This design comes from an exercise in tuning for small area, a short achievable clock period and few clock cycles per item on the open sky130 flow, not from production work. For this run, only the layout was checked, not whether the RTL still works. Power and IR drop assume default switching activity.

==> standard.sh <==
#!/bin/bash
# synth_recipe.tcl (not shown) runs the flow's synth.tcl, then flattens the netlist and writes it again
# the make line also repeats each setting of config.mk as NAME=value (left out here)
make -C /OpenROAD-flow-scripts/flow DESIGN_CONFIG=/design/flow/config.mk WORK_HOME=/design/flow/orfs CLKGATE_MAP_FILE= SYNTH_SCRIPT=/design/flow/synth_recipe.tcl "${@:-finish}"
==> constraint.sdc <==
create_clock -name core_clock -period 15.0 [get_ports {clk}]
set_input_delay 3.0000 -clock core_clock [delete_from_list [all_inputs] [get_ports {clk}]]
set_output_delay 3.0000 -clock core_clock [all_outputs]
set_load 0.01 [all_outputs]
==> design.v <==
module eo_pktcipher (
    input  wire       clk,
    input  wire       rst,
    input  wire       start,
    input  wire       dec,
    input  wire [7:0] key,
    input  wire [6:0] len,
    output wire       ready,
    input  wire       in_valid,
    input  wire [7:0] in_byte,
    output wire       in_ready,
    output reg        out_valid,
    output reg  [7:0] out_byte
);
    function [14:0] keytab;
        input [6:0] h;
        begin
            case (h)
            7'd0: keytab = {7'd0, 8'd255};
            7'd1: keytab = {7'd85, 8'd85};
            7'd2: keytab = {7'd102, 8'd51};
            7'd3: keytab = {7'd91, 8'd36};
            7'd4: keytab = {7'd28, 8'd28};
            7'd5: keytab = {7'd81, 8'd23};
            7'd6: keytab = {7'd98, 8'd19};
            7'd7: keytab = {7'd119, 8'd17};
            7'd8: keytab = {7'd120, 8'd15};
            7'd9: keytab = {7'd13, 8'd13};
            7'd10: keytab = {7'd30, 8'd12};
            7'd11: keytab = {7'd83, 8'd11};
            7'd12: keytab = {7'd20, 8'd10};
            7'd13: keytab = {7'd9, 8'd9};
            7'd14: keytab = {7'd26, 8'd8};
            7'd15: keytab = {7'd111, 8'd8};
            7'd16: keytab = {7'd112, 8'd7};
            7'd17: keytab = {7'd69, 8'd7};
            7'd18: keytab = {7'd86, 8'd6};
            7'd19: keytab = {7'd75, 8'd6};
            7'd20: keytab = {7'd12, 8'd6};
            7'd21: keytab = {7'd65, 8'd5};
            7'd22: keytab = {7'd82, 8'd5};
            7'd23: keytab = {7'd103, 8'd5};
            7'd24: keytab = {7'd104, 8'd5};
            7'd25: keytab = {7'd125, 8'd5};
            7'd26: keytab = {7'd14, 8'd4};
            7'd27: keytab = {7'd67, 8'd4};
            7'd28: keytab = {7'd4, 8'd4};
            7'd29: keytab = {7'd121, 8'd4};
            7'd30: keytab = {7'd10, 8'd4};
            7'd31: keytab = {7'd95, 8'd4};
            7'd32: keytab = {7'd96, 8'd3};
            7'd33: keytab = {7'd53, 8'd3};
            7'd34: keytab = {7'd70, 8'd3};
            7'd35: keytab = {7'd59, 8'd3};
            7'd36: keytab = {7'd124, 8'd3};
            7'd37: keytab = {7'd49, 8'd3};
            7'd38: keytab = {7'd66, 8'd3};
            7'd39: keytab = {7'd87, 8'd3};
            7'd40: keytab = {7'd88, 8'd3};
            7'd41: keytab = {7'd109, 8'd3};
            7'd42: keytab = {7'd126, 8'd3};
            7'd43: keytab = {7'd51, 8'd2};
            7'd44: keytab = {7'd116, 8'd2};
            7'd45: keytab = {7'd105, 8'd2};
            7'd46: keytab = {7'd122, 8'd2};
            7'd47: keytab = {7'd79, 8'd2};
            7'd48: keytab = {7'd80, 8'd2};
            7'd49: keytab = {7'd37, 8'd2};
            7'd50: keytab = {7'd54, 8'd2};
            7'd51: keytab = {7'd43, 8'd2};
            7'd52: keytab = {7'd108, 8'd2};
            7'd53: keytab = {7'd33, 8'd2};
            7'd54: keytab = {7'd50, 8'd2};
            7'd55: keytab = {7'd71, 8'd2};
            7'd56: keytab = {7'd72, 8'd2};
            7'd57: keytab = {7'd93, 8'd2};
            7'd58: keytab = {7'd110, 8'd2};
            7'd59: keytab = {7'd35, 8'd2};
            7'd60: keytab = {7'd100, 8'd2};
            7'd61: keytab = {7'd89, 8'd2};
            7'd62: keytab = {7'd106, 8'd2};
            7'd63: keytab = {7'd63, 8'd2};
            7'd64: keytab = {7'd64, 8'd1};
            7'd65: keytab = {7'd21, 8'd1};
            7'd66: keytab = {7'd38, 8'd1};
            7'd67: keytab = {7'd27, 8'd1};
            7'd68: keytab = {7'd92, 8'd1};
            7'd69: keytab = {7'd17, 8'd1};
            7'd70: keytab = {7'd34, 8'd1};
            7'd71: keytab = {7'd55, 8'd1};
            7'd72: keytab = {7'd56, 8'd1};
            7'd73: keytab = {7'd77, 8'd1};
            7'd74: keytab = {7'd94, 8'd1};
            7'd75: keytab = {7'd19, 8'd1};
            7'd76: keytab = {7'd84, 8'd1};
            7'd77: keytab = {7'd73, 8'd1};
            7'd78: keytab = {7'd90, 8'd1};
            7'd79: keytab = {7'd47, 8'd1};
            7'd80: keytab = {7'd48, 8'd1};
            7'd81: keytab = {7'd5, 8'd1};
            7'd82: keytab = {7'd22, 8'd1};
            7'd83: keytab = {7'd11, 8'd1};
            7'd84: keytab = {7'd76, 8'd1};
            7'd85: keytab = {7'd1, 8'd1};
            7'd86: keytab = {7'd18, 8'd1};
            7'd87: keytab = {7'd39, 8'd1};
            7'd88: keytab = {7'd40, 8'd1};
            7'd89: keytab = {7'd61, 8'd1};
            7'd90: keytab = {7'd78, 8'd1};
            7'd91: keytab = {7'd3, 8'd1};
            7'd92: keytab = {7'd68, 8'd1};
            7'd93: keytab = {7'd57, 8'd1};
            7'd94: keytab = {7'd74, 8'd1};
            7'd95: keytab = {7'd31, 8'd1};
            7'd96: keytab = {7'd32, 8'd1};
            7'd97: keytab = {7'd117, 8'd1};
            7'd98: keytab = {7'd6, 8'd1};
            7'd99: keytab = {7'd123, 8'd1};
            7'd100: keytab = {7'd60, 8'd1};
            7'd101: keytab = {7'd113, 8'd1};
            7'd102: keytab = {7'd2, 8'd1};
            7'd103: keytab = {7'd23, 8'd1};
            7'd104: keytab = {7'd24, 8'd1};
            7'd105: keytab = {7'd45, 8'd1};
            7'd106: keytab = {7'd62, 8'd1};
            7'd107: keytab = {7'd115, 8'd1};
            7'd108: keytab = {7'd52, 8'd1};
            7'd109: keytab = {7'd41, 8'd1};
            7'd110: keytab = {7'd58, 8'd1};
            7'd111: keytab = {7'd15, 8'd1};
            7'd112: keytab = {7'd16, 8'd1};
            7'd113: keytab = {7'd101, 8'd1};
            7'd114: keytab = {7'd118, 8'd1};
            7'd115: keytab = {7'd107, 8'd1};
            7'd116: keytab = {7'd44, 8'd1};
            7'd117: keytab = {7'd97, 8'd1};
            7'd118: keytab = {7'd114, 8'd1};
            7'd119: keytab = {7'd7, 8'd1};
            7'd120: keytab = {7'd8, 8'd1};
            7'd121: keytab = {7'd29, 8'd1};
            7'd122: keytab = {7'd46, 8'd1};
            7'd123: keytab = {7'd99, 8'd1};
            7'd124: keytab = {7'd36, 8'd1};
            7'd125: keytab = {7'd25, 8'd1};
            7'd126: keytab = {7'd42, 8'd1};
            7'd127: keytab = {7'd127, 8'd1};
            endcase
        end
    endfunction
    function [3:0] ffs8;
        input [7:0] v;
        begin
            ffs8[3] = |v;
            ffs8[2] = ~|v[3:0];
            ffs8[1] = ffs8[2] ? ~|v[5:4] : ~|v[1:0];
            ffs8[0] = ffs8[2] ? (ffs8[1] ? ~v[6] : ~v[4]) : (ffs8[1] ? ~v[2] : ~v[0]);
        end
    endfunction
    function [3:0] fls8;
        input [7:0] v;
        begin
            fls8[3] = |v;
            fls8[2] = |v[7:4];
            fls8[1] = fls8[2] ? |v[7:6] : |v[3:2];
            fls8[0] = fls8[2] ? (fls8[1] ? v[7] : v[5]) : (fls8[1] ? v[3] : v[1]);
        end
    endfunction
    function [7:0] abv8;         
        input [2:0] i;
        abv8 = 8'hFE << i;
    endfunction
    function [7:0] blw8;         
        input [2:0] i;
        blw8 = ~(8'hFF << i);
    endfunction
    function [7:0] dec8;
        input [2:0] i;
        dec8 = 8'h01 << i;
    endfunction
    function [7:0] grp;          
        input [63:0] z;
        input [2:0]  g;
        case (g)
            3'd0:    grp = z[7:0];
            3'd1:    grp = z[15:8];
            3'd2:    grp = z[23:16];
            3'd3:    grp = z[31:24];
            3'd4:    grp = z[39:32];
            3'd5:    grp = z[47:40];
            3'd6:    grp = z[55:48];
            default: grp = z[63:56];
        endcase
    endfunction
    function [7:0] search1;
        input        up;
        input [63:0] z;
        input [5:0]  p;
        input [5:0]  m;
        reg   [7:0]  any, zg, near, fwd, bwd;
        reg   [2:0]  gp, po, gs;
        reg   [3:0]  t0, t1, t2;
        integer      i;
        begin
            gp = p[5:3];
            po = p[2:0];
            for (i = 0; i < 8; i = i + 1)
                any[i] = (|z[8*i +: 8]) | (m[5:3] == i);
            zg   = grp(z, gp) | (m[5:3] == gp ? dec8(m[2:0]) : 8'd0);
            near = zg & (up ? abv8(po) : blw8(po));
            fwd  = any & (up ? abv8(gp) : blw8(gp));
            bwd  = any & (up ? blw8(gp) : abv8(gp));
            t0 = up ? ffs8(near) : fls8(near);
            t1 = up ? ffs8(fwd)  : fls8(fwd);
            t2 = up ? ffs8(bwd)  : fls8(bwd);
            gs = t1[3] ? t1[2:0] : t2[3] ? t2[2:0] : gp;
            search1 = {t0, gs, (m[5:3] == gs)};
        end
    endfunction
    reg [7:0]  mem [0:63];
    reg [63:0] flg;
    reg       rst_q;
    reg       ready_r, in_ready_r;
    reg       acc_q, xv_q;
    reg [7:0] key_q, byte_q;
    reg [6:0] len_q;
    reg       dec_q;
    assign ready    = ready_r;
    assign in_ready = in_ready_r;
    reg [6:0]  c_base, c_n, c_tk, c_rem;
    reg        c_dec;
    reg        ld_v;             
    reg [6:0]  ld_base, ld_n, ld_cnt, ld_tlo, ld_tup;
    reg        ld_dec, ld_byp, ld_b0ff, ld_tog;
    reg [5:0]  ld_wlo, ld_whi;
    reg [6:0]  wptr;             
    reg [6:0]  p_inv, p_tm;
    reg [7:0]  p_lim;
    reg        p_knz;
    reg        pd_v;
    reg [6:0]  pd_base, pd_n, pd_tlo, pd_tup;
    reg        pd_dec, pd_byp;
    reg [6:0]  fp;               
    function ok;
        input [6:0] x;
        reg   [6:0] d;
        begin
            d  = x - fp;
            ok = !d[6];
        end
    endfunction
    wire [6:0] c_h     = (c_n + 7'd1) >> 1;
    wire [6:0] c_tk1   = c_tk + 7'd1;
    wire       ok_cur  = ok(c_dec ? c_base + c_h + {1'b0, c_tk[6:1]}  : c_base + c_tk);
    wire       ok_nxt  = ok(c_dec ? c_base + c_h + {1'b0, c_tk1[6:1]} : c_base + c_tk1);
    wire       ok_new  = ok(wptr);
    wire       rem_gt1 = (c_rem > 7'd1);
    wire       rem_eq1 = (c_rem == 7'd1);
    wire       rem_eq0 = (c_rem == 7'd0);
    wire       ld_done = ld_v && (ld_cnt == ld_n);
    wire       pop;
    wire       ld_mv   = ld_done && (!pd_v || pop);
    wire       ld_v_d  = acc_q || (ld_v && !ld_mv);
    wire       pd_v_d  = ld_mv || (pd_v && !pop);
    wire       room    = !(ld_v_d && pd_v_d) && !rst_q;
    wire       acc_now  = start && ready_r;
    wire       xfer_now = in_valid && in_ready_r;
    always @(posedge clk) begin
        key_q  <= key;
        len_q  <= len;
        dec_q  <= dec;
        byte_q <= in_byte;
        rst_q  <= rst;
        if (rst) begin
            ready_r    <= 1'b0;
            in_ready_r <= 1'b0;
            acc_q      <= 1'b0;
            xv_q       <= 1'b0;
        end else begin
            acc_q <= acc_now;
            xv_q  <= xfer_now;
            if (acc_now)
                in_ready_r <= ok_new;
            else if (xfer_now)
                in_ready_r <= rem_gt1 && ok_nxt;
            else
                in_ready_r <= !rem_eq0 && ok_cur && !rst_q;
            ready_r <= !acc_now && room && (rem_eq0 || (rem_eq1 && xfer_now));
        end
        if (rst_q) begin
            c_rem <= 7'd0;
        end else if (acc_now) begin
            c_base <= wptr;
            c_n    <= len;
            c_dec  <= dec;
            c_tk   <= 7'd0;
            c_rem  <= len;
        end else if (xfer_now) begin
            c_tk   <= c_tk1;
            c_rem  <= c_rem - 7'd1;
        end
    end
    wire       use_hi = ld_dec && ld_tog;
    wire [5:0] wslot  = use_hi ? ld_whi : ld_wlo;
    wire [7:0] bx     = byte_q ^ {ld_dec, 7'd0};
    wire [7:0] prod   = bx * {p_inv, 1'b1};
    wire [7:0] kodd = key_q[0] ? key_q :
                      key_q[1] ? {1'd0, key_q[7:1]} :
                      key_q[2] ? {2'd0, key_q[7:2]} :
                      key_q[3] ? {3'd0, key_q[7:3]} :
                      key_q[4] ? {4'd0, key_q[7:4]} :
                      key_q[5] ? {5'd0, key_q[7:5]} :
                      key_q[6] ? {6'd0, key_q[7:6]} : {7'd0, key_q[7]};
    wire [6:0] ktm  = key_q[0] ? 7'h00 : key_q[1] ? 7'h01 : key_q[2] ? 7'h03 :
                      key_q[3] ? 7'h07 : key_q[4] ? 7'h0f : key_q[5] ? 7'h1f :
                      key_q[6] ? 7'h3f : 7'h7f;
    wire [14:0] ktab = keytab(kodd[7:1]);
    reg        w2_v, w2_lz, w2_hi;
    reg [5:0]  w2_slot;
    reg [7:0]  w2_byte, w2_prod;
    wire       w2_f    = w2_lz && (w2_prod <= p_lim);
    wire [6:0] tlo_d   = (w2_v && !w2_hi) ? (w2_f ? ld_tlo + 7'd1 : 7'd0) : ld_tlo;
    wire [6:0] tup_d   = (w2_v &&  w2_hi) ? (w2_f ? ld_tup + 7'd1 : 7'd0) : ld_tup;
    always @(posedge clk) begin
        if (acc_q) begin
            p_inv <= ktab[14:8];
            p_lim <= ktab[7:0];
            p_tm  <= ktm;
            p_knz <= |key_q;
        end
        w2_slot <= wslot;
        w2_byte <= byte_q;
        w2_prod <= prod;
        w2_hi   <= use_hi;
        w2_lz   <= p_knz && ((bx & {1'b0, p_tm}) == 8'd0);
        if (w2_v) begin
            mem[w2_slot] <= w2_byte;
            flg[w2_slot] <= w2_f;
        end
        if (rst_q) begin
            w2_v    <= 1'b0;
            ld_v    <= 1'b0;
            ld_n    <= 7'd0;
            ld_cnt  <= 7'd0;
            wptr    <= 7'd0;
            pd_v    <= 1'b0;
        end else begin
            w2_v <= xv_q;
            if (acc_q) begin
                ld_base <= wptr;
                ld_n    <= len_q;
                ld_dec  <= dec_q;
                ld_cnt  <= 7'd0;
                ld_byp  <= (len_q <= 7'd2);
                ld_tog  <= 1'b0;
                ld_tlo  <= 7'd0;
                ld_tup  <= 7'd0;
                ld_wlo  <= wptr[5:0];
                ld_whi  <= wptr[5:0] + len_q[6:1] + {5'd0, len_q[0]};
                wptr    <= wptr + len_q;
            end else begin
                ld_tlo <= tlo_d;
                ld_tup <= tup_d;
                if (xv_q) begin
                    ld_cnt <= ld_cnt + 7'd1;
                    ld_tog <= ld_tog ^ ld_dec;
                    if (use_hi)
                        ld_whi <= ld_whi + 6'd1;
                    else
                        ld_wlo <= ld_wlo + 6'd1;
                    if (ld_cnt == 7'd0)
                        ld_b0ff <= (byte_q == 8'hFF);
                    if (ld_cnt == 7'd1 && ld_b0ff && byte_q == 8'hFF)
                        ld_byp <= 1'b1;
                end
            end
            ld_v <= ld_v_d;
            pd_v <= pd_v_d;
            if (ld_mv) begin
                pd_base <= ld_base;
                pd_n    <= ld_n;
                pd_dec  <= ld_dec;
                pd_byp  <= ld_byp;
                pd_tlo  <= tlo_d;
                pd_tup  <= tup_d;
            end
        end
    end
    reg [6:0]  o_rem, o_plo, o_lcnt, o_y, o_ca, o_cb;
    reg [5:0]  o_phi, o_bm1, o_bh, o_bhm1, o_cp, o_cpc;
    reg [6:0]  o_end;
    reg        o_alt, o_tog, o_hasc, o_swap, o_dec, o_cx;
    wire [6:0] pd_h    = (pd_n + 7'd1) >> 1;
    wire [5:0] pd_bh   = pd_base[5:0] + pd_h[5:0];
    wire       pd_alt  = (pd_dec == pd_byp);
    wire       pd_cx   = pd_dec && !pd_byp && (pd_tlo != 7'd0) && (pd_tup != 7'd0);
    wire       pd_cx0  = pd_cx && (pd_tlo == pd_h);      
    wire [5:0] pd_cp   = pd_base[5:0] + pd_n[5:0] - pd_tup[5:0];
    wire       o_hi    = o_alt ? o_tog : (o_lcnt == 7'd0);
    wire       o_lower = !o_hi;
    wire       o_cross = o_cx && (o_y >= o_ca) && (o_y <= o_cb);
    reg        s1_v, s1_fwd, s1_last, s1_cross;
    reg [6:0]  s1_p;             
    reg [5:0]  s1_mu, s1_md, s1_cp;
    assign pop = pd_v && (o_rem == 7'd0);
    always @(posedge clk) begin
        if (rst_q) begin
            o_rem <= 7'd0;
            s1_v  <= 1'b0;
        end else if (o_rem != 7'd0) begin
            s1_v     <= 1'b1;
            s1_p     <= o_hi ? {1'b0, o_phi} : o_plo;
            s1_fwd   <= !o_hi;
            s1_last  <= (o_rem == 7'd1);
            s1_mu    <= (o_dec && o_lower) ? o_bh : o_end[5:0];
            s1_md    <= (o_dec && o_hi) ? o_bhm1 : o_bm1;
            s1_cross <= o_cross;
            s1_cp    <= o_cp;
            if (o_hi)
                o_phi <= o_hasc ? o_phi + 6'd1 : o_phi - 6'd1;
            else
                o_plo <= o_plo + 7'd1;
            if (!o_hi && o_lcnt != 7'd0)
                o_lcnt <= o_lcnt - 7'd1;
            o_tog <= !o_tog;
            o_rem <= o_rem - 7'd1;
            o_y   <= o_y + 7'd1;
            if (o_cross) begin
                if (o_cpc > 6'd1) begin
                    o_cp  <= o_cp + 6'd1;
                    o_cpc <= o_cpc - 6'd1;
                end else if (o_cpc == 6'd1) begin
                    o_cp  <= o_bhm1;
                    o_cpc <= 6'd0;
                end else begin
                    o_cp  <= o_cp - 6'd1;
                end
            end
        end else if (pop) begin
            s1_v     <= 1'b1;
            s1_p     <= pd_base;
            s1_fwd   <= 1'b1;
            s1_last  <= (pd_n == 7'd1);
            s1_mu    <= (pd_dec && !pd_byp) ? pd_bh : pd_base[5:0] + pd_n[5:0];
            s1_md    <= pd_base[5:0] - 6'd1;
            s1_cross <= pd_cx0;
            s1_cp    <= pd_cp;
            o_rem    <= pd_n - 7'd1;
            o_plo    <= pd_base + 7'd1;
            o_phi    <= pd_byp ? pd_bh : pd_base[5:0] + pd_n[5:0] - 6'd1;
            o_hasc   <= pd_byp;
            o_alt    <= pd_alt;
            o_tog    <= 1'b1;
            o_lcnt   <= (pd_dec ? pd_h : pd_n) - 7'd1;
            o_swap   <= !pd_byp;
            o_dec    <= pd_dec && !pd_byp;
            o_end    <= pd_base + pd_n;
            o_bm1    <= pd_base[5:0] - 6'd1;
            o_bh     <= pd_bh;
            o_bhm1   <= pd_bh - 6'd1;
            o_y      <= 7'd1;
            o_ca     <= pd_h - pd_tlo;
            o_cb     <= pd_h + pd_tup - 7'd1;
            o_cx     <= pd_cx;
            if (pd_cx0 && pd_tup == 7'd1) begin
                o_cp  <= pd_bh - 6'd1;
                o_cpc <= 6'd0;
            end else if (pd_cx0) begin
                o_cp  <= pd_cp + 6'd1;
                o_cpc <= pd_tup[5:0] - 6'd1;
            end else begin
                o_cp  <= pd_cp;
                o_cpc <= pd_tup[5:0];
            end
        end else begin
            s1_v <= 1'b0;
        end
    end
    wire [5:0] p1     = s1_p[5:0];
    wire       f1     = flg[p1];
    wire [7:0] su     = search1(1'b1, ~flg, p1, s1_mu);
    wire [7:0] sd     = search1(1'b0, ~flg, p1, s1_md);
    reg        s2_v, s2_swp, s2_flip, s2_cross;
    reg [5:0]  s2_p, s2_cp;
    reg [7:0]  s2_su, s2_sd;
    reg [2:0]  s2_mu, s2_md;
    always @(posedge clk) begin
        s2_p     <= p1;
        s2_swp   <= o_swap && f1;
        s2_flip  <= o_swap;
        s2_su    <= su;
        s2_sd    <= sd;
        s2_mu    <= s1_mu[2:0];
        s2_md    <= s1_md[2:0];
        s2_cross <= s1_cross;
        s2_cp    <= s1_cp;
        if (rst_q) begin
            s2_v <= 1'b0;
            fp   <= 7'd0;
        end else begin
            s2_v <= s1_v;
            if (s1_v && s1_last)
                fp <= o_end;
            else if (s1_v && s1_fwd && !(o_swap && f1))
                fp <= s1_p;
        end
    end
    wire [7:0] zu  = grp(~flg, s2_su[3:1]) | (s2_su[0] ? dec8(s2_mu) : 8'd0);
    wire [7:0] zd  = grp(~flg, s2_sd[3:1]) | (s2_sd[0] ? dec8(s2_md) : 8'd0);
    wire [3:0] fu  = ffs8(zu);
    wire [3:0] fd  = fls8(zd);
    wire [5:0] xu  = s2_su[7] ? {s2_p[5:3], s2_su[6:4]} : {s2_su[3:1], fu[2:0]};
    wire [5:0] xd  = s2_sd[7] ? {s2_p[5:3], s2_sd[6:4]} : {s2_sd[3:1], fd[2:0]};
    reg        s3_v, s3_swp, s3_flip, s3_cross;
    reg [5:0]  s3_p, s3_xu, s3_xd, s3_cp;
    always @(posedge clk) begin
        s3_p     <= s2_p;
        s3_xu    <= xu;
        s3_xd    <= xd;
        s3_swp   <= s2_swp;
        s3_flip  <= s2_flip;
        s3_cross <= s2_cross;
        s3_cp    <= s2_cp;
        if (rst_q)
            s3_v <= 1'b0;
        else
            s3_v <= s2_v;
    end
    reg        s4_v, s4_flip;
    reg [5:0]  s4_rd;
    always @(posedge clk) begin
        s4_rd   <= s3_cross ? s3_cp : s3_swp ? (s3_xu + s3_xd - s3_p) : s3_p;
        s4_flip <= s3_flip;
        if (rst_q)
            s4_v <= 1'b0;
        else
            s4_v <= s3_v;
    end
    always @(posedge clk) begin
        out_byte <= mem[s4_rd] ^ {s4_flip, 7'd0};
        out_valid <= s4_v && !rst && !rst_q;
    end
endmodule
==> config.mk <==
export PLATFORM = sky130hd
export DESIGN_NAME = eo_pktcipher
export DESIGN_NICKNAME = eo_pktcipher
export VERILOG_FILES = /design/flow/design.v
export SDC_FILE = /design/flow/constraint.sdc
export NUM_CORES = 4
export LEC_CHECK = 0
export CAP_MARGIN = 20
export CORE_MARGIN = 2
export CORE_UTILIZATION = 40
export PLACE_DENSITY = 0.6
export SLEW_MARGIN = 20
==> flow/run.sh <==
#!/bin/bash
# Layout flow: the standard ORFS flow (standard synthesis included), with
# the port buffers inserted at placement made buf_4 cells instead of the
# default pick. Each tool's output goes to the ORFS logs under orfs/logs/;
# make's own output is kept in flow_make.log.
set -euo pipefail
export BUFFER_PORTS_ARGS="-buffer_cell sky130_fd_sc_hd__buf_4"
bash standard.sh > flow_make.log 2>&1
==> run notes <==
status finished clean; share of the synthesized area in the top cell type 49.8%; clock sink count 981; Critical Path AT 4.83 ns; initial antenna violation count 2; crit-path max FO 3; CP most frequent cell a21oi_1; worst flop-to-flop path startpoint c_n[0]; Design Area, Final 53500 um^2; Slowest-stage cell, CP fa_1; synthesized area 48200 um^2; Max-Cap Viols 0; Worst Path Buf+Inv 1; FF-to-FF End in_ready_r; post-synthesis mux area share 11.4%; Mean Syn Cell Area 13.1 um^2; vias per cell 5.53; Lkg Pwr 0.0187 uW; final setup vio count 0; die height 351 um; r2r worst-path depth 21; drc violations 0; detailed placement HPWL 78.7 mm; fin cells 5377; Layout Skew 0.0450 ns; Crit Path Category flip-flop to flip-flop; I/O Buffers 38; Total Wirelength 116 mm; crit end category flip-flop; Inserted Diodes 0; DP Cell Count 5182; unrepaired setup endpoints after global routing no; Detail Route Antenna Nets 0; hold crit path type flip-flop to flip-flop; worst hold stages 0; number of flops mapped to enable cells by yosys 800; top cell family by delay on the critical path adder cells; fin crit share 28.6%; clk latency of the worst-skew pair 0.70 ns; DP Area 50100 um^2; pin count of the biggest net entering global routing 87; wire per inst 21.5 um; die width 351 um; First-pass DRT Iterations 6; Min Hold Slack 0.328 ns; Area Growth Syn to Fin 11.0%; Syn Nets 3906; Synth Area in Compound Gates 9.03%; I/O Pins 39; #FFs+latches synth 981; hold path startpoint s3_flip; main combinational cell family by area after synthesis multiplexers; asr flop ratio synth 0%; # nets final 3914; post-synthesis cell type count 93; most common cell after layout, fill and taps aside edfxtp_1; Fin Setup TNS 0 ns; final global-route overflow total 0; Final Wtd Congestion 0.876; Hold Path End s4_flip; Tot GR Track Use 18.9%; Rows 127; PwrDens 177 nW/um^2; Synth Area in Adders 5.93%; CTS max path bufs 3; internal reg-to-reg setup slack 10.71 ns; area leader, netlist edfxtp_1; post-synthesis cell count 3668; Ys Warns 1; # resized after CTS 0; Primary FF master, synth edfxtp_1; vias in the first global route 29000; clock root buffer clkbuf_16; Tmin final 4.29 ns; Slew @ Worst Pin 1.16 ns; Synth area leaders edfxtp_1 (50%), mux4_2 (9.1%), dfxtp_1 (7.5%), ha_1 (4.6%), xnor2_1 (2.4%); CP cell instances ha_1 -> xor2_1 -> inv_1 -> fa_1 -> nand2b_1 -> nand2b_1 -> a21oi_1 -> xnor2_1 -> ha_1 -> o21ai_0 -> a21oi_1 -> a21oi_1 -> mux2_2 -> ha_1 -> a21o_1 -> a21oi_1 -> o21ai_0 -> xnor2_1 -> o21ai_0 -> nand4b_1 -> o221ai_1; Worst EP required 15.54 ns; CP max stage delay 0.42 ns; Core Area 120000 um^2; simple-gate share of the synthesized area 9.41%; Max Fclk 233 MHz; layout cells sized above 1 13.2%; hold bufs inserted after CTS 0; cts bufs inserted 104; most frequent cells in the layout edfxtp_1 (800), nor2_1 (262), nand2_1 (251); drt first-iter violations 2905; CTS tree yes; Setup crit start c_n[0]; Initial Util 40.2%; first-pass GRT wire length 179 mm; startpoint types flip-flop; final hold violations 0; total number of vias 29700; Die Area 123000 um^2; Max rail drop VDD 124 uV; Reg clk slew, reported paths 0.06 ns; Post-Synth XOR/XNOR Area 3.76%; worst rel slew slack 22.9%; # Post-CTS Setup Buffers 0; register area share after synthesis 57.3%; fin. max-slew vios 0; H-tree Lvls 3
-- area by class of cell --
cell class	count	area, um^2
timing repair buffer	75	576
tap	1612	2020
inverter	203	762
fill	10800	66300
sequential	981	27700
multi-input combinational	2311	19100
clock buffer	144	2960
clock inverter	51	399
-- flip-flops by register name, summed over array words and instances (netlist names), 8 cells and up, named ones only --
register  flops
byte_q        8
flg          64
key_q         8
mem         512
out_byte      8
p_lim         8
s2_sd         8
s2_su         8
w2_prod       8
-- power breakdown --
| group | total, uW | internal (uW) | switching [uW] |
|---|---|---|---|
| Combinational | 3210 | 1460 | 1750 |
| Clock | 2510 | 1430 | 1070 |
| Sequential | 3730 | 3320 | 409 |
-- logic make-up after synthesis --
group / count (synthesis)
adder cells (fa/ha/maj): 210
AND/OR/NAND/NOR: 942
AO/OA/AOI/OAI: 650
buffers and inverters: 376
multiplexers: 302
XOR/XNOR: 207
flip-flops: 981
-- Yosys cell counts (79+ instances only) --
| cell type | count |
|---|---|
| ha_1 | 179 |
| edfxtp_1 | 800 |
| mux4_2 | 194 |
| a21oi_1 | 162 |
| nand2_1 | 251 |
| nand3_1 | 79 |
| o21ai_0 | 110 |
| clkbuf_1 | 100 |
| nor2_1 | 265 |
| dfxtp_1 | 181 |
| inv_1 | 199 |
| xnor2_1 | 131 |
-- through the flow --
step           util [%]  power [uW]  worst slack (ns)
5_1_grt            44.7        9990             10.41
3_5_place_dp       41.8        6990             10.12
4_1_cts            44.6        9530             10.72
3_3_place_gp       41.8        6970             10.16
2_1_floorplan         -        6060             10.68
6_report           44.7        9450             10.71
-- worst max-delay path by stage --
stage	slack, ns	end	depth (start not counted)
CTS	10.72	in_ready_r	17
floorplan	10.68	c_base[0]	3
detailed placement	10.12	c_base[0]	3
global placement	10.16	c_base[0]	3
global route	10.41	in_ready_r	20
finish	10.71	in_ready_r	21
-- metal layers --
| metal | part of all wire, % | vias to the layer above | GRT usage, % |
|---|---|---|---|
| met5 | 0 | - | 0 |
| met4 | 2.3 | 0 | 4.86 |
| met3 | 5.8 | 181 | 2.95 |
| met2 | 46 | 891 | 29.8 |
| met1 | 45 | 14800 | 27.1 |
| li1 | - | 13900 | - |

==> what the ideal ports hide <==
No port has a modelled driver above. Below, the same layout with a new extraction and two added sets of constraints. Step 1, drivers: a clkbuf_16 drives clk and a buf_2 each remaining input, both assumed. Step 2 times the ports against the registers' clock, not the clock port: input delays grow and output delays shrink by t, the midpoint of the rising clock arrivals with the driver on. a / b / c = ideal / step 1 / step 2; a / b = the first two.
t, ns: 0.746
setup WS [ns]: 10.710 / 10.710 / 10.458
clock arrival spread, ns: 0.046 / 0.047
After both steps this run still meets setup and hold. For this run, drivers alone change the setup slack by 0.000 ns; drivers and shift together by -0.252 ns.
